Background: an optimization exercise with open tools, aiming at small area, a short achievable clock period and few clock cycles per item. Do not read the settings as production practice.
Function was not checked in any run shown here: the RTL went through the layout flow alone.
Power figures rest on the tool's default switching activity, not on a simulated workload.

==> flow/design.v <==
module rot_stage #(
    parameter SH  = 1,
    parameter INV = 0
) (
    input  wire [63:0] d,
    input  wire        s,
    input  wire        sn,
    output wire [63:0] q
);
    wire [63:0] p = {d[SH-1:0], d[63:SH]};
    genvar i;
    generate
        for (i = 0; i < 64; i = i + 1) begin : g_b
            if (INV) begin : g_inv
                assign q[i] = ~((sn | p[i]) & (s | d[i]));
            end else begin : g_pos
                assign q[i] = (s & p[i]) | (sn & d[i]);
            end
        end
    endgenerate
endmodule
module mask_lut (
    input  wire [63:0] x,
    input  wire [63:0] b,
    input  wire [5:0]  lo,      
    input  wire [6:0]  hi,      
    input  wire [3:0]  lut,     
    output wire [63:0] r
);
    genvar i;
    generate
        for (i = 0; i < 64; i = i + 1) begin : g_bit
            wire m  = (i >= lo) & (i < hi);
            wire xm = x[i] & m;
            assign r[i] = lut[{xm, b[i]}];
        end
    endgenerate
endmodule
module popcount_a (
    input  wire [63:0] v,
    output wire [28:0] p
);
    wire s1 = v[0] ^ v[1] ^ v[2];
    wire c2 = (v[0] & v[1]) | (v[0] & v[2]) | (v[1] & v[2]);
    wire s3 = v[3] ^ v[4] ^ v[5];
    wire c4 = (v[3] & v[4]) | (v[3] & v[5]) | (v[4] & v[5]);
    wire s5 = v[6] ^ v[7] ^ v[8];
    wire c6 = (v[6] & v[7]) | (v[6] & v[8]) | (v[7] & v[8]);
    wire s7 = v[9] ^ v[10] ^ v[11];
    wire c8 = (v[9] & v[10]) | (v[9] & v[11]) | (v[10] & v[11]);
    wire s9 = v[12] ^ v[13] ^ v[14];
    wire c10 = (v[12] & v[13]) | (v[12] & v[14]) | (v[13] & v[14]);
    wire s11 = v[15] ^ v[16] ^ v[17];
    wire c12 = (v[15] & v[16]) | (v[15] & v[17]) | (v[16] & v[17]);
    wire s13 = v[18] ^ v[19] ^ v[20];
    wire c14 = (v[18] & v[19]) | (v[18] & v[20]) | (v[19] & v[20]);
    wire s15 = v[21] ^ v[22] ^ v[23];
    wire c16 = (v[21] & v[22]) | (v[21] & v[23]) | (v[22] & v[23]);
    wire s17 = v[24] ^ v[25] ^ v[26];
    wire c18 = (v[24] & v[25]) | (v[24] & v[26]) | (v[25] & v[26]);
    wire s19 = v[27] ^ v[28] ^ v[29];
    wire c20 = (v[27] & v[28]) | (v[27] & v[29]) | (v[28] & v[29]);
    wire s21 = v[30] ^ v[31] ^ v[32];
    wire c22 = (v[30] & v[31]) | (v[30] & v[32]) | (v[31] & v[32]);
    wire s23 = v[33] ^ v[34] ^ v[35];
    wire c24 = (v[33] & v[34]) | (v[33] & v[35]) | (v[34] & v[35]);
    wire s25 = v[36] ^ v[37] ^ v[38];
    wire c26 = (v[36] & v[37]) | (v[36] & v[38]) | (v[37] & v[38]);
    wire s27 = v[39] ^ v[40] ^ v[41];
    wire c28 = (v[39] & v[40]) | (v[39] & v[41]) | (v[40] & v[41]);
    wire s29 = v[42] ^ v[43] ^ v[44];
    wire c30 = (v[42] & v[43]) | (v[42] & v[44]) | (v[43] & v[44]);
    wire s31 = v[45] ^ v[46] ^ v[47];
    wire c32 = (v[45] & v[46]) | (v[45] & v[47]) | (v[46] & v[47]);
    wire s33 = v[48] ^ v[49] ^ v[50];
    wire c34 = (v[48] & v[49]) | (v[48] & v[50]) | (v[49] & v[50]);
    wire s35 = v[51] ^ v[52] ^ v[53];
    wire c36 = (v[51] & v[52]) | (v[51] & v[53]) | (v[52] & v[53]);
    wire s37 = v[54] ^ v[55] ^ v[56];
    wire c38 = (v[54] & v[55]) | (v[54] & v[56]) | (v[55] & v[56]);
    wire s39 = v[57] ^ v[58] ^ v[59];
    wire c40 = (v[57] & v[58]) | (v[57] & v[59]) | (v[58] & v[59]);
    wire s41 = v[60] ^ v[61] ^ v[62];
    wire c42 = (v[60] & v[61]) | (v[60] & v[62]) | (v[61] & v[62]);
    wire s43 = s1 ^ s3 ^ s5;
    wire c44 = (s1 & s3) | (s1 & s5) | (s3 & s5);
    wire s45 = s7 ^ s9 ^ s11;
    wire c46 = (s7 & s9) | (s7 & s11) | (s9 & s11);
    wire s47 = s13 ^ s15 ^ s17;
    wire c48 = (s13 & s15) | (s13 & s17) | (s15 & s17);
    wire s49 = s19 ^ s21 ^ s23;
    wire c50 = (s19 & s21) | (s19 & s23) | (s21 & s23);
    wire s51 = s25 ^ s27 ^ s29;
    wire c52 = (s25 & s27) | (s25 & s29) | (s27 & s29);
    wire s53 = s31 ^ s33 ^ s35;
    wire c54 = (s31 & s33) | (s31 & s35) | (s33 & s35);
    wire s55 = s37 ^ s39 ^ s41;
    wire c56 = (s37 & s39) | (s37 & s41) | (s39 & s41);
    wire s57 = c2 ^ c4 ^ c6;
    wire c58 = (c2 & c4) | (c2 & c6) | (c4 & c6);
    wire s59 = c8 ^ c10 ^ c12;
    wire c60 = (c8 & c10) | (c8 & c12) | (c10 & c12);
    wire s61 = c14 ^ c16 ^ c18;
    wire c62 = (c14 & c16) | (c14 & c18) | (c16 & c18);
    wire s63 = c20 ^ c22 ^ c24;
    wire c64 = (c20 & c22) | (c20 & c24) | (c22 & c24);
    wire s65 = c26 ^ c28 ^ c30;
    wire c66 = (c26 & c28) | (c26 & c30) | (c28 & c30);
    wire s67 = c32 ^ c34 ^ c36;
    wire c68 = (c32 & c34) | (c32 & c36) | (c34 & c36);
    wire s69 = c38 ^ c40 ^ c42;
    wire c70 = (c38 & c40) | (c38 & c42) | (c40 & c42);
    assign p = {c70, c68, c66, c64, c62, c60, c58, s69, s67, s65, s63, s61, s59, s57, c56, c54, c52, c50, c48, c46, c44, v[63], s55, s53, s51, s49, s47, s45, s43};
endmodule
module popcount_b (
    input  wire [28:0] p,
    output wire [6:0]  card
);
    wire s71 = p[0] ^ p[1] ^ p[2];
    wire c72 = (p[0] & p[1]) | (p[0] & p[2]) | (p[1] & p[2]);
    wire s73 = p[3] ^ p[4] ^ p[5];
    wire c74 = (p[3] & p[4]) | (p[3] & p[5]) | (p[4] & p[5]);
    wire s75 = p[8] ^ p[9] ^ p[10];
    wire c76 = (p[8] & p[9]) | (p[8] & p[10]) | (p[9] & p[10]);
    wire s77 = p[11] ^ p[12] ^ p[13];
    wire c78 = (p[11] & p[12]) | (p[11] & p[13]) | (p[12] & p[13]);
    wire s79 = p[14] ^ p[15] ^ p[16];
    wire c80 = (p[14] & p[15]) | (p[14] & p[16]) | (p[15] & p[16]);
    wire s81 = p[17] ^ p[18] ^ p[19];
    wire c82 = (p[17] & p[18]) | (p[17] & p[19]) | (p[18] & p[19]);
    wire s83 = p[22] ^ p[23] ^ p[24];
    wire c84 = (p[22] & p[23]) | (p[22] & p[24]) | (p[23] & p[24]);
    wire s85 = p[25] ^ p[26] ^ p[27];
    wire c86 = (p[25] & p[26]) | (p[25] & p[27]) | (p[26] & p[27]);
    wire s87 = s71 ^ s73 ^ p[6];
    wire c88 = (s71 & s73) | (s71 & p[6]) | (s73 & p[6]);
    wire s89 = c72 ^ c74 ^ s75;
    wire c90 = (c72 & c74) | (c72 & s75) | (c74 & s75);
    wire s91 = s77 ^ s79 ^ s81;
    wire c92 = (s77 & s79) | (s77 & s81) | (s79 & s81);
    wire s93 = c76 ^ c78 ^ c80;
    wire c94 = (c76 & c78) | (c76 & c80) | (c78 & c80);
    wire s95 = c82 ^ s83 ^ s85;
    wire c96 = (c82 & s83) | (c82 & s85) | (s83 & s85);
    wire s97 = c88 ^ s89 ^ s91;
    wire c98 = (c88 & s89) | (c88 & s91) | (s89 & s91);
    wire s99 = c90 ^ c92 ^ s93;
    wire c100 = (c90 & c92) | (c90 & s93) | (c92 & s93);
    wire s101 = c94 ^ c96 ^ c84;
    wire c102 = (c94 & c96) | (c94 & c84) | (c96 & c84);
    wire s103 = s97 ^ p[20] ^ p[21];
    wire c104 = (s97 & p[20]) | (s97 & p[21]) | (p[20] & p[21]);
    wire s105 = c98 ^ s99 ^ s95;
    wire c106 = (c98 & s99) | (c98 & s95) | (s99 & s95);
    wire s107 = c100 ^ s101 ^ c86;
    wire c108 = (c100 & s101) | (c100 & c86) | (s101 & c86);
    wire s109 = c104 ^ s105 ^ p[28];
    wire c110 = (c104 & s105) | (c104 & p[28]) | (s105 & p[28]);
    wire s111 = c110 ^ c106 ^ s107;
    wire c112 = (c110 & c106) | (c110 & s107) | (c106 & s107);
    wire s113 = c112 ^ c108 ^ c102;
    wire c114 = (c112 & c108) | (c112 & c102) | (c108 & c102);
    wire [6:0] sum = {1'b0, {c114, s113, s111, s109, s103, s87}} + {1'b0, {1'b0, 1'b0, 1'b0, 1'b0, 1'b0, p[7]}};
    assign card = sum[6:0];
endmodule
module first_last (
    input  wire [63:0] v,
    output wire [5:0]  lo,         
    output wire [5:0]  hi,         
    output wire        nonempty    
);
    function automatic [5:0] lsb_idx(input [63:0] x);
        integer k;
        reg       v1 [0:31]; reg [0:0] i1 [0:31];
        reg       v2 [0:15]; reg [1:0] i2 [0:15];
        reg       v3 [0:7];  reg [2:0] i3 [0:7];
        reg       v4 [0:3];  reg [3:0] i4 [0:3];
        reg       v5 [0:1];  reg [4:0] i5 [0:1];
        begin
            for (k = 0; k < 32; k = k + 1) begin
                v1[k] = x[2*k] | x[2*k+1]; i1[k] = ~x[2*k];
            end
            for (k = 0; k < 16; k = k + 1) begin
                v2[k] = v1[2*k] | v1[2*k+1];
                i2[k] = v1[2*k] ? {1'b0, i1[2*k]} : {1'b1, i1[2*k+1]};
            end
            for (k = 0; k < 8; k = k + 1) begin
                v3[k] = v2[2*k] | v2[2*k+1];
                i3[k] = v2[2*k] ? {1'b0, i2[2*k]} : {1'b1, i2[2*k+1]};
            end
            for (k = 0; k < 4; k = k + 1) begin
                v4[k] = v3[2*k] | v3[2*k+1];
                i4[k] = v3[2*k] ? {1'b0, i3[2*k]} : {1'b1, i3[2*k+1]};
            end
            for (k = 0; k < 2; k = k + 1) begin
                v5[k] = v4[2*k] | v4[2*k+1];
                i5[k] = v4[2*k] ? {1'b0, i4[2*k]} : {1'b1, i4[2*k+1]};
            end
            lsb_idx = v5[0] ? {1'b0, i5[0]} : {1'b1, i5[1]};
        end
    endfunction
    function automatic [63:0] rev(input [63:0] x);
        integer k;
        for (k = 0; k < 64; k = k + 1) rev[k] = x[63-k];
    endfunction
    assign lo       = lsb_idx(v);
    assign hi       = ~lsb_idx(rev(v));    
    assign nonempty = |v;
endmodule
module bso_core #(
    parameter W = 64
) (
    input  wire         clk,
    input  wire         rst,           
    input  wire         req_valid,
    input  wire [39:0]  cmd,
    input  wire [W-1:0] a,
    input  wire [W-1:0] b,
    output reg          rsp_valid,
    output wire [W-1:0] rset,
    output wire [15:0]  rcnt,
    output reg          rflag,
    output reg  [1:0]   err
);
    localparam KA = 0;                 
    localparam NP = 29;                
    localparam [1:0] ERR_OK = 2'd0, ERR_EMPTY_SET = 2'd1,
                     ERR_INVALID_RANGE = 2'd2, ERR_ILLEGAL_OP = 2'd3;
    wire [5:0]  opc = cmd[5:0];
    wire [1:0]  rsv = cmd[7:6];
    wire [15:0] n1  = cmd[23:8];
    wire [15:0] n2  = cmd[39:24];
    wire go = req_valid & ~rst;
    localparam [3:0] F_AND = 4'b1000, F_OR = 4'b1110, F_XOR = 4'b0110,
                     F_NOTX = 4'b0011, F_CLR = 4'b0100, F_X = 4'b1100;
    reg [3:0] f;
    reg       rot_r, rot_l, mk_shl, mk_shr, mk_ext, shift_op;
    reg       c_clz, c_ctz, c_card, c_min, c_max;
    reg       g_sub, g_super, g_empty;
    reg       legal;
    always @(*) begin
        f = 4'b0000;
        rot_r = 1'b0; rot_l = 1'b0; mk_shl = 1'b0; mk_shr = 1'b0; mk_ext = 1'b0;
        shift_op = 1'b0;
        c_clz = 1'b0; c_ctz = 1'b0; c_card = 1'b0; c_min = 1'b0; c_max = 1'b0;
        g_sub = 1'b0; g_super = 1'b0; g_empty = 1'b0;
        legal = 1'b1;
        case (opc)
            6'h00, 6'h21:                 f = F_AND;
            6'h01, 6'h09, 6'h20, 6'h30:   f = F_OR;
            6'h02, 6'h0A, 6'h23, 6'h31:   f = F_XOR;
            6'h03, 6'h24:                 f = F_NOTX;
            6'h08, 6'h22, 6'h2F:          f = F_CLR;
            6'h04: begin f = F_X;   rot_l = 1'b1; mk_shl = 1'b1; shift_op = 1'b1; end
            6'h2B: begin f = F_OR;  rot_l = 1'b1; mk_shl = 1'b1; shift_op = 1'b1; end
            6'h05: begin f = F_X;   rot_r = 1'b1; mk_shr = 1'b1; shift_op = 1'b1; end
            6'h2C: begin f = F_AND; rot_r = 1'b1; mk_shr = 1'b1; shift_op = 1'b1; end
            6'h06: begin f = F_X;   rot_l = 1'b1; end
            6'h2D: begin f = F_CLR; rot_l = 1'b1; end
            6'h07: begin f = F_X;   rot_r = 1'b1; end
            6'h2E: begin f = F_XOR; rot_r = 1'b1; end
            6'h0B, 6'h32: begin f = F_X; rot_r = 1'b1; mk_ext = 1'b1; end
            6'h0C, 6'h33: c_clz = 1'b1;
            6'h0D, 6'h34: c_ctz = 1'b1;
            6'h27: c_card = 1'b1;
            6'h29: c_min = 1'b1;
            6'h2A: c_max = 1'b1;
            6'h25: g_sub = 1'b1;
            6'h26: g_super = 1'b1;
            6'h28: g_empty = 1'b1;
            default: legal = 1'b0;
        endcase
        if (rsv != 2'b00) legal = 1'b0;
    end
    wire n1big = |n1[15:6];                                
    wire n2big = |n2[15:6];                                
    wire [7:0] rsum = {1'b0, n1[6:0]} + {1'b0, n2[6:0]};
    wire ext_bad = (|n1[15:7]) | (|n2[15:7]) | rsum[7] | (rsum[6] & (|rsum[5:0]));
    wire e_ill   = ~legal;
    wire ok      = go & legal;                             
    wire [3:0] f_ok = f & {4{ok}};
    wire [3:0] lut1 = (shift_op & n1big) ? {f_ok[1:0], f_ok[1:0]} : f_ok;
    wire [5:0] n1lo = n1[5:0];
    wire [5:0] ramt = rot_r ? n1lo : rot_l ? (6'd0 - n1lo) : 6'd0;
    wire [5:0] lo1  = mk_shl ? n1lo : 6'd0;
    wire [6:0] hi1  = mk_shr ? (7'd64 - {1'b0, n1lo}) :
                      mk_ext ? (n2big ? 7'd64 : {1'b0, n2[5:0]}) : 7'd64;
    wire [W-1:0] ra [0:KA];
    assign ra[0] = a;
    genvar j;
    generate
        for (j = 0; j < KA; j = j + 1) begin : g_ra
            rot_stage #(.SH(1 << j), .INV(0)) st (
                .d(ra[j]), .s(ramt[j]), .sn(~ramt[j]), .q(ra[j+1]));
        end
    endgenerate
    wire [NP-1:0] pc1;
    popcount_a pca (.v(a), .p(pc1));
    reg          v_q;
    reg [W-1:0]  x_q, b_q;
    reg [NP-1:0] pc_q;
    reg [5:0]    rs_q, rsn_q;              
    reg [5:0]    lo_q;
    reg [6:0]    hi_q;
    reg [3:0]    lut_q;
    reg          card_q, clz_q, ctz_q, min_q, max_q, sub_q, super_q, empty_q;
    reg [1:0]    err_q;
    reg          bad_q;                    
    always @(posedge clk) begin
        v_q     <= go;
        x_q     <= ra[KA];
        b_q     <= b;
        pc_q    <= pc1;
        rs_q    <= ramt;
        rsn_q   <= ~ramt;
        lo_q    <= lo1;
        hi_q    <= hi1;
        lut_q   <= lut1;
        card_q  <= ok & c_card;
        clz_q   <= ok & c_clz;
        ctz_q   <= ok & c_ctz;
        min_q   <= ok & c_min;
        max_q   <= ok & c_max;
        sub_q   <= ok & g_sub;
        super_q <= ok & g_super;
        empty_q <= ok & g_empty;
        err_q   <= {2{go & e_ill}};                           
        bad_q   <= ok & mk_ext & ext_bad;
    end
    wire live = ~rst;                      
    wire [W-1:0] rb [KA:6];
    assign rb[KA] = x_q;
    generate
        for (j = KA; j < 6; j = j + 1) begin : g_rb
            rot_stage #(.SH(1 << j), .INV(1)) st (
                .d(rb[j]), .s(rs_q[j]), .sn(rsn_q[j]), .q(rb[j+1]));
        end
    endgenerate
    wire [W-1:0] x = ((6 - KA) % 2) ? ~rb[6] : rb[6];
    wire [W-1:0] rset_d;
    mask_lut ml (.x(x), .b(b_q), .lo(lo_q), .hi(hi_q), .lut(lut_q & {4{live & ~bad_q}}),
                 .r(rset_d));
    wire [6:0] card;
    popcount_b pcb (.p(pc_q), .card(card));
    wire [5:0] lo, hi;
    wire       nonempty;
    first_last fl (.v(x_q), .lo(lo), .hi(hi), .nonempty(nonempty));
    wire issub   = ~|(x_q & ~b_q);
    wire issuper = ~|(b_q & ~x_q);
    wire [6:0] clz = nonempty ? {1'b0, ~hi} : 7'd64;
    wire [6:0] ctz = nonempty ? {1'b0, lo}  : 7'd64;
    wire [6:0] rcnt_d = {7{live}} & (({7{card_q}} & card)
                      | ({7{clz_q}} & clz)
                      | ({7{ctz_q}} & ctz)
                      | ({7{min_q & nonempty}} & {1'b0, lo})
                      | ({7{max_q & nonempty}} & {1'b0, hi}));
    wire rflag_d = live & ((sub_q & issub) | (super_q & issuper) | (empty_q & ~nonempty));
    wire [1:0] err_d = {2{live}} & (err_q | {bad_q, (min_q | max_q) & ~nonempty});
    reg [W-1:0] rset_q;
    reg [6:0]   rcnt_q;
    always @(posedge clk) begin
        rsp_valid <= v_q & live;
        rset_q    <= rset_d;
        rcnt_q    <= rcnt_d;
        rflag     <= rflag_d;
        err       <= err_d;
    end
    assign rset = rset_q;
    assign rcnt = {9'd0, rcnt_q};
endmodule
==> flow/run.sh <==
#!/bin/bash
# synth_recipe.tcl (not shown) runs the flow's synth.tcl, then flattens the netlist and writes it again
# the make line also repeats each setting of config.mk as NAME=value (left out here)
make -C /OpenROAD-flow-scripts/flow DESIGN_CONFIG=/design/flow/config.mk WORK_HOME=/design/flow/orfs CLKGATE_MAP_FILE= SYNTH_SCRIPT=/design/flow/synth_recipe.tcl finish
==> flow/config.mk <==
export PLATFORM = sky130hd
export DESIGN_NAME = bso_core
export DESIGN_NICKNAME = bso_core
export VERILOG_FILES = /design/flow/design.v
export SDC_FILE = /design/flow/constraint.sdc
export NUM_CORES = 8
export LEC_CHECK = 0
export CAP_MARGIN = 20
export CORE_MARGIN = 2
export CORE_UTILIZATION = 25
export PLACE_DENSITY = 0.35
export SLEW_MARGIN = 20
==> flow/constraint.sdc <==
create_clock -name core_clock -period 12.0 [get_ports {clk}]
set_input_delay 2.4000 -clock core_clock [delete_from_list [all_inputs] [get_ports {clk}]]
set_output_delay 2.4000 -clock core_clock [all_outputs]
set_load 0.01 [all_outputs]
==> flow_metrics.tcl, run 1 <==
set metrics [dict create \
    status "no timing/DRC/antenna violations" \
    ios 255 \
    post_cts_resized 0 \
    period_share_pct 39.4 \
    worstHoldPathCells 2 \
    floorplan.initialDensity_pct 25.4 \
    max_freq_ghz 0.211 \
    p_leak_uw 0.00745 \
    clock_skew_ns 0.0184 \
    finalHoldViolCount 0 \
    cp_data_required_time_ns 12.40 \
    cap_violations 0 \
    cts_tree "built" \
    gp_congestion 0.936 \
    power_density_nw_per_um2 162 \
    ys_top_cells_by_area "dfxtp_1, o22ai_1, mux4_2, fa_1, o32ai_1" \
    timing.final.max_slew_violations 0 \
    grtUsageTotal_pct 24.0 \
    max-vdd-ir-drop_uv 464 \
    vias 16200 \
    yosys_warnings 22 \
    cp-start-kind "input pin" \
    use_met2_pct 38.5 \
    yosysTopAreaCellShare_pct 33.1 \
    wire_per_inst_um 29.3 \
    synth_cells 1816 \
    synthesis.area_um2 16400 \
    fillCellCount 6729 \
    cts.path.max_buffers 3 \
    htreeDepth 2 \
    synth.yosys.seq_area_share_pct 33.1 \
    setup_viol 0 \
    final_nets 2198 \
    dp_cells 2772 \
    final-seq-area_um2 5440 \
    ys_types 75 \
    grt-ovfl-total 0 \
    drive_above_1_share_pct 12.2 \
    synth_edf_count 0 \
    post-route-drc-count 0 \
    grt_pass1_wl_um 117000 \
    die_x_um 260 \
    cts.hold.buffers_added 0 \
    use_met1_pct 33.4 \
    crit_type "input pin to flip-flop" \
    reg2regPathDepth 15 \
    postRouteAntennaNets 0 \
    drtIter0Drc 1726 \
    endpoint_kind "flip-flop" \
    synth_seq_cells 271 \
    grt_pass1_vias 15300 \
    antenna_found_initial 3 \
    tightest_slew_ns 1.12 \
    numCtsBuffers 34 \
    final_core_util_pct 31.9 \
    post-cts-setup-buffers 0 \
    multi_input_area_um2 9840 \
    root_buffer "clkbuf_16" \
    rows 93 \
    area_growth_pct 25.9 \
    rsz0062_at_grt "false" \
    die_h_um 260 \
    max_slew_margin_pct 25.2 \
    drt-total-wl_um 83200 \
    crit_fanout 9 \
    portBuffers 245 \
    clk_pin_slew_worst_paths_ns 0.06 \
    viasPerCell 5.69 \
    synth_ff_type "dfxtp_1" \
    finalNonFillerCells 2836 \
    grt_start_max_net_pins 65 \
    grtUsageMet3_pct 3.37 \
    core_um2 64600 \
    hold_path.class "flip-flop to flip-flop" \
    cts.sinks 271 \
    post-route-min-period_ns 4.73 \
    die-area_um2 67600 \
    grt_busiest_layer "met2" \
    async_flop_share_pct 0 \
    final_common_cell "o22ai_1" \
    p_total_uw 3330 \
    arrival_ns 5.13 \
    worstSkewPairLatency_ns 0.55 \
    hpwl_um 66100 \
    first_pass_iters 6 \
    syn_avg_cell_area_um2 9.02 \
    finalSetupTns_ns 0 \
    mostFrequentLayoutCells "o22ai_1, dfxtp_1, clkdlybuf4s50_1" \
    yosysTopAreaCell "dfxtp_1" \
]
[per-stage QoR]
step           worst slack [ns]  instance area, µm²  hold WS, ns
5_1_grt                    7.01               20600        0.474
6_report                   7.27               20600        0.447
3_3_place_gp               6.77               19400        0.449
2_1_floorplan              7.83               16400        0.414
3_5_place_dp               6.73               19400        0.442
4_1_cts                    7.32               20600        0.455
[final timing paths]
| kind | startpoint | end | slack (ns) |
|---|---|---|---|
| worst max register to register | pc_q[0]$_DFF_P_ | rcnt_q[5]$_DFF_P_ | 7.45 |
| worst min-delay path | err_q[0]$_DFF_P_ | err[0]$_DFF_P_ | 0.45 |
| worst max-delay path | cmd[1] | rsn_q[4]$_DFF_P_ | 7.27 |
| worst min register to register | err_q[0]$_DFF_P_ | err[0]$_DFF_P_ | 0.45 |
[sequential cells by signal, summed over array words and instances, names as in the netlist, 2 cells and up]
signal and flops:
rcnt_q 7, hi_q 7, x_q 63, err 2
rset_q 64, rs_q 6, b_q 64, lo_q 6
lut_q 4, pc_q 29, rsn_q 6
[layer usage]
metal | up-vias | share of wire, %
met5 | - | 0
met4 | 0 | 2.8
met3 | 94 | 6.9
met2 | 794 | 46
met1 | 7989 | 44
li1 | 7274 | -
[worst max-delay path, stage by stage]
cell             delay, ns
clkdlybuf4s50_1       0.68
inv_1                 0.14
ha_1                  0.32
nor2_1                0.17
nor2_1                0.07
a32o_1                0.21
a22oi_1               0.58
inv_1                 0.19
nor2_1                0.26
a22oi_1               0.10
[kinds of logic after synthesis]
group / Yosys count / synth area share [%]
adders and majority gates: 74 / 8.31
other: 1 / 0.0229
AOI/OAI and AO/OA: 716 / 29.3
buffers and inverters: 294 / 7.06
DFF: 271 / 33.1
muxes: 64 / 8.80
and+or+nand+nor: 385 / 12.8
xor gates and xnor gates: 11 / 0.588
[final cells by class]
type / instances / area share, %
well taps: 855 / 5.19
clock inverters: 19 / 1.14
repair buffers: 270 / 12.8
clock buffers: 43 / 4.59
flip-flops and latches: 271 / 26.4
inverters: 117 / 2.13
multi-input cells: 1259 / 47.7
diodes: 2 / 0.0243
[Yosys cell counts, types with 9 or more instances]
cell       instances
o22ai_1          354
dfxtp_1          271
clkbuf_1         123
inv_1            117
nor2_1            78
o21ai_0           67
a21oi_1           66
or2_2             65
mux4_2            64
nand2_1           63
fa_1              58
o32ai_1           53
buf_1             35
nor3_1            25
nand2b_1          23
o211ai_1          23
nand3_1           22
a22o_1            17
or3_1             17
or4_1             17
ha_1              16
nor2b_1           16
and2_1            15
nor4_1            15
o221ai_1          15
o31ai_1           15
a221oi_1          12
a2111oi_0         10
buf_4              9
o21bai_1           9
[where the power goes]
| part | total [µW] | internal (µW) | switching, µW | leakage (µW) |
|---|---|---|---|---|
| clock | 1070 | 651 | 421 | 0.000572 |
| sequential | 1050 | 954 | 93.3 | 0.00225 |
| combinational | 1210 | 519 | 691 | 0.00464 |
==> inputs of run 2 (changes only) <==
==> flow/flow/run.sh (new file) <==
#!/bin/bash
# Standard layout, with plain buffers (sky130_fd_sc_hd__buf_1) on the ports
# instead of the delay buffers buffer_ports picks by default.
set -euo pipefail
export BUFFER_PORTS_ARGS="-buffer_cell sky130_fd_sc_hd__buf_1"
bash standard.sh > standard.log 2>&1
==> flow/standard.sh (new file) <==
#!/bin/bash
# synth_recipe.tcl (not shown) runs the flow's synth.tcl, then flattens the netlist and writes it again
# the make line also repeats each setting of config.mk as NAME=value (left out here)
make -C /OpenROAD-flow-scripts/flow DESIGN_CONFIG=/design/flow/config.mk WORK_HOME=/design/flow/orfs CLKGATE_MAP_FILE= SYNTH_SCRIPT=/design/flow/synth_recipe.tcl "${@:-finish}"
removed: flow/run.sh
==> run 2 against run 1 <==
  * Still clean
  * Design area shrank 8.3%
  * Core utilization shrank 2.6 points
  * Critical path depth grew 5
==> flow_metrics.tcl, run 2 <==
set metrics [dict create \
    placed_area_um2 17800 \
    gp_congestion 0.946 \
    final_common_cell "o22ai_1" \
    die_h_um 260 \
    synthMostInstantiatedCell "o22ai_1" \
    status "no timing/DRC/antenna violations" \
    p_total_uw 3190 \
    grt-ovfl-total 0 \
    grt_pass1_vias 15500 \
    rsz0062_at_grt "false" \
    postRouteAntennaNets 0 \
    multi_input_area_um2 9830 \
    ys_types 75 \
    first_pass_iters 6 \
    numCtsBuffers 30 \
    num_antenna_cells 0 \
    viasPerCell 5.71 \
    cpMostUsedCell "fa_1" \
    rows 93 \
    synth_cells 1816 \
    antenna_found_initial 1 \
    cts.hold.buffers_added 0 \
    yosysTopAreaCell "dfxtp_1" \
    p_leak_uw 0.00673 \
    synth.yosys.seq_area_share_pct 33.1 \
    clk_pin_slew_worst_paths_ns 0.06 \
    final_cell_area_um2 18900 \
    vias 16100 \
    cp-start-kind "flip-flop" \
    synth_seq_cells 271 \
    max_freq_ghz 0.225 \
    root_buffer "clkbuf_16" \
    final-seq-area_um2 5450 \
    endpoint_kind "flip-flop" \
    drt-total-wl_um 80700 \
    wire_per_inst_um 28.6 \
    mostFrequentLayoutCells "o22ai_1, dfxtp_1, buf_1" \
    min_to "rsp_valid$_DFF_P_" \
    ys_top_cells_by_area "dfxtp_1, o22ai_1, mux4_2, fa_1, o32ai_1" \
    syn_avg_cell_area_um2 9.02 \
    cp_data_required_time_ns 12.50 \
    post-route-drc-count 0 \
    die_x_um 260 \
    fin_hold_ws_ns 0.453 \
    cts_tree "built" \
    worst_path_largest_cell_delay_ns 0.59 \
    finalHoldViolCount 0 \
    yosys_warnings 22 \
    ios 255 \
    area_growth_pct 15.4 \
    post_cts_resized 0 \
    floorplan.initialDensity_pct 25.4 \
    grtUsageTotal_pct 23.3 \
    synth_edf_count 0 \
    core_um2 64600 \
    max-vdd-ir-drop_uv 256 \
    portBuffers 245 \
    arrival_ns 4.94 \
    crit_chain "inv_1, fa_1, fa_1, fa_1, fa_1, inv_1, fa_1, inv_1, fa_1, inv_1, fa_1, nor3b_1, xor2_1, a21oi_1, a21oi_1" \
    hold_path.class "flip-flop to flip-flop" \
    crit_type "flip-flop to flip-flop" \
    timing.final.max_slew_violations 0 \
    synthTopCellsByCount "o22ai_1, dfxtp_1, clkbuf_1" \
    setup_viol 0 \
    tightest_slew_ns 1.11 \
    cap_violations 0 \
    clock_skew_ns 0.0234 \
    r2r-end "rcnt_q[5]$_DFF_P_" \
    die-area_um2 67600 \
    top_regs "b_q: 64 flops, rset_q: 64 flops, x_q: 63 flops" \
    grt_pass1_wl_um 115000 \
    yosysTopAreaCellShare_pct 33.1 \
    power_density_nw_per_um2 169 \
    htreeDepth 1 \
    worstHoldStart "v_q$_DFF_P_" \
    setup_ws_ns 7.56 \
    drive_above_1_share_pct 11.5 \
    reg2regPathDepth 15 \
    r2r_setup_slack_ns 7.56 \
    crit_fanout 3 \
    drtIter0Drc 1861 \
    worstSkewPairLatency_ns 0.59 \
    worstHoldPathCells 1 \
    post-route-min-period_ns 4.44 \
    timing.rr.start "pc_q[8]$_DFF_P_" \
    synth_ff_type "dfxtp_1" \
    final_nets 2187 \
    crit_slowest_cell "fa_1" \
    cts.path.max_buffers 3 \
    finalSetupTns_ns 0 \
    async_flop_share_pct 0 \
    hpwl_um 64200 \
    fillCellCount 6944 \
    post-cts-setup-buffers 0 \
    synthesis.area_um2 16400 \
    max_slew_margin_pct 26.1 \
    grt_start_max_net_pins 65 \
    post-place-ws_ns 7.11 \
    period_share_pct 37.0 \
    cts.sinks 271 \
]
[run 2: cell counts after synthesis]
No cell type changed its count.
[run 2: report_power, final]
part,total (µW),switching [µW],internal [µW]
sequential,1060,102,954
clock,976,392,585
combinational,1160,676,479
[run 2: final cells by class]
class / instances / area share [%]
multi-input combinational: 1259 / 52.0
sequential: 271 / 28.8
tap: 855 / 5.66
timing repair buffer: 263 / 5.58
clock buffer: 42 / 4.75
inverter: 117 / 2.32
clock inverter: 14 / 0.861
[run 2: per-stage QoR]
step,cells,util [%]
floorplan,1824,-
global placement,2765,27.6
detailed placement,2765,27.6
CTS,2821,29.3
global route,2821,29.3
finish,2821,29.3
[run 2: worst max-delay path by stage]
stage	start	end	slack (ns)	depth (start not counted)
after global routing	pc_q[8]$_DFF_P_	rcnt_q[5]$_DFF_P_	7.30	15
after CTS	pc_q[8]$_DFF_P_	rcnt_q[5]$_DFF_P_	7.53	15
after detailed placement	cmd[2]	rsn_q[4]$_DFF_P_	7.11	7
after floorplan	cmd[1]	card_q$_DFF_P_	7.83	8
after global placement	cmd[2]	rs_q[5]$_DFF_P_	7.12	7
final	pc_q[8]$_DFF_P_	rcnt_q[5]$_DFF_P_	7.56	15
[run 2: logic make-up after synthesis]
group,Yosys count,share of synthesized area [%]
AO/OA/AOI/OAI,716,29.3
AND/OR/NAND/NOR,385,12.8
buffers and inverters,294,7.06
flip-flops,271,33.1
adder cells (fa/ha/maj),74,8.31
multiplexers,64,8.80
XOR/XNOR,11,0.588
other,1,0.0229
[run 2: critical path, delay by kind of cell, from the launching register on]
kind / cells / cell delay (ns)
and+or+nand+nor: 1 / 0.24
DFF: 1 / 0.32
AOI/OAI and AO/OA: 2 / 0.27
xor gates and xnor gates: 1 / 0.18
buffers and inverters: 4 / 0.26
adders and majority gates: 7 / 3.09
[run 2: routing by layer]
metal / global-route usage (%) / part of all wire (%)
met5: 0 / 0
met4: 5.51 / 2.5
met3: 3.14 / 7.3
met2: 37.4 / 46
met1: 32.9 / 44

-- port drivers added, routing unchanged --
How much do the figures lean on ideal ports? The routed layouts below were timed once more, with nothing changed but the port constraints.
Step 1, drivers: a clkbuf_16 drives clk and a buf_2 each remaining input, both assumed.
Step 2 also shifts input and output timing later by t, the mid clock arrival at the registers, as if the neighbouring blocks saw the same clock.
a / b / c = no drivers / after step 1 / after step 2; a / b = the first two.
run	t (ns)	setup slack, ns	hold slack, ns
run 1	0.607	7.268 / 7.308 / 6.700	0.447 / 0.447 / 0.447
run 2	0.647	7.564 / 7.564 / 7.010	0.453 / 0.453 / 0.453
After both steps every run listed still meets setup and hold. The setup slack of run 1, which loses most, moves by +0.040 ns with the drivers and by -0.568 ns with both steps.
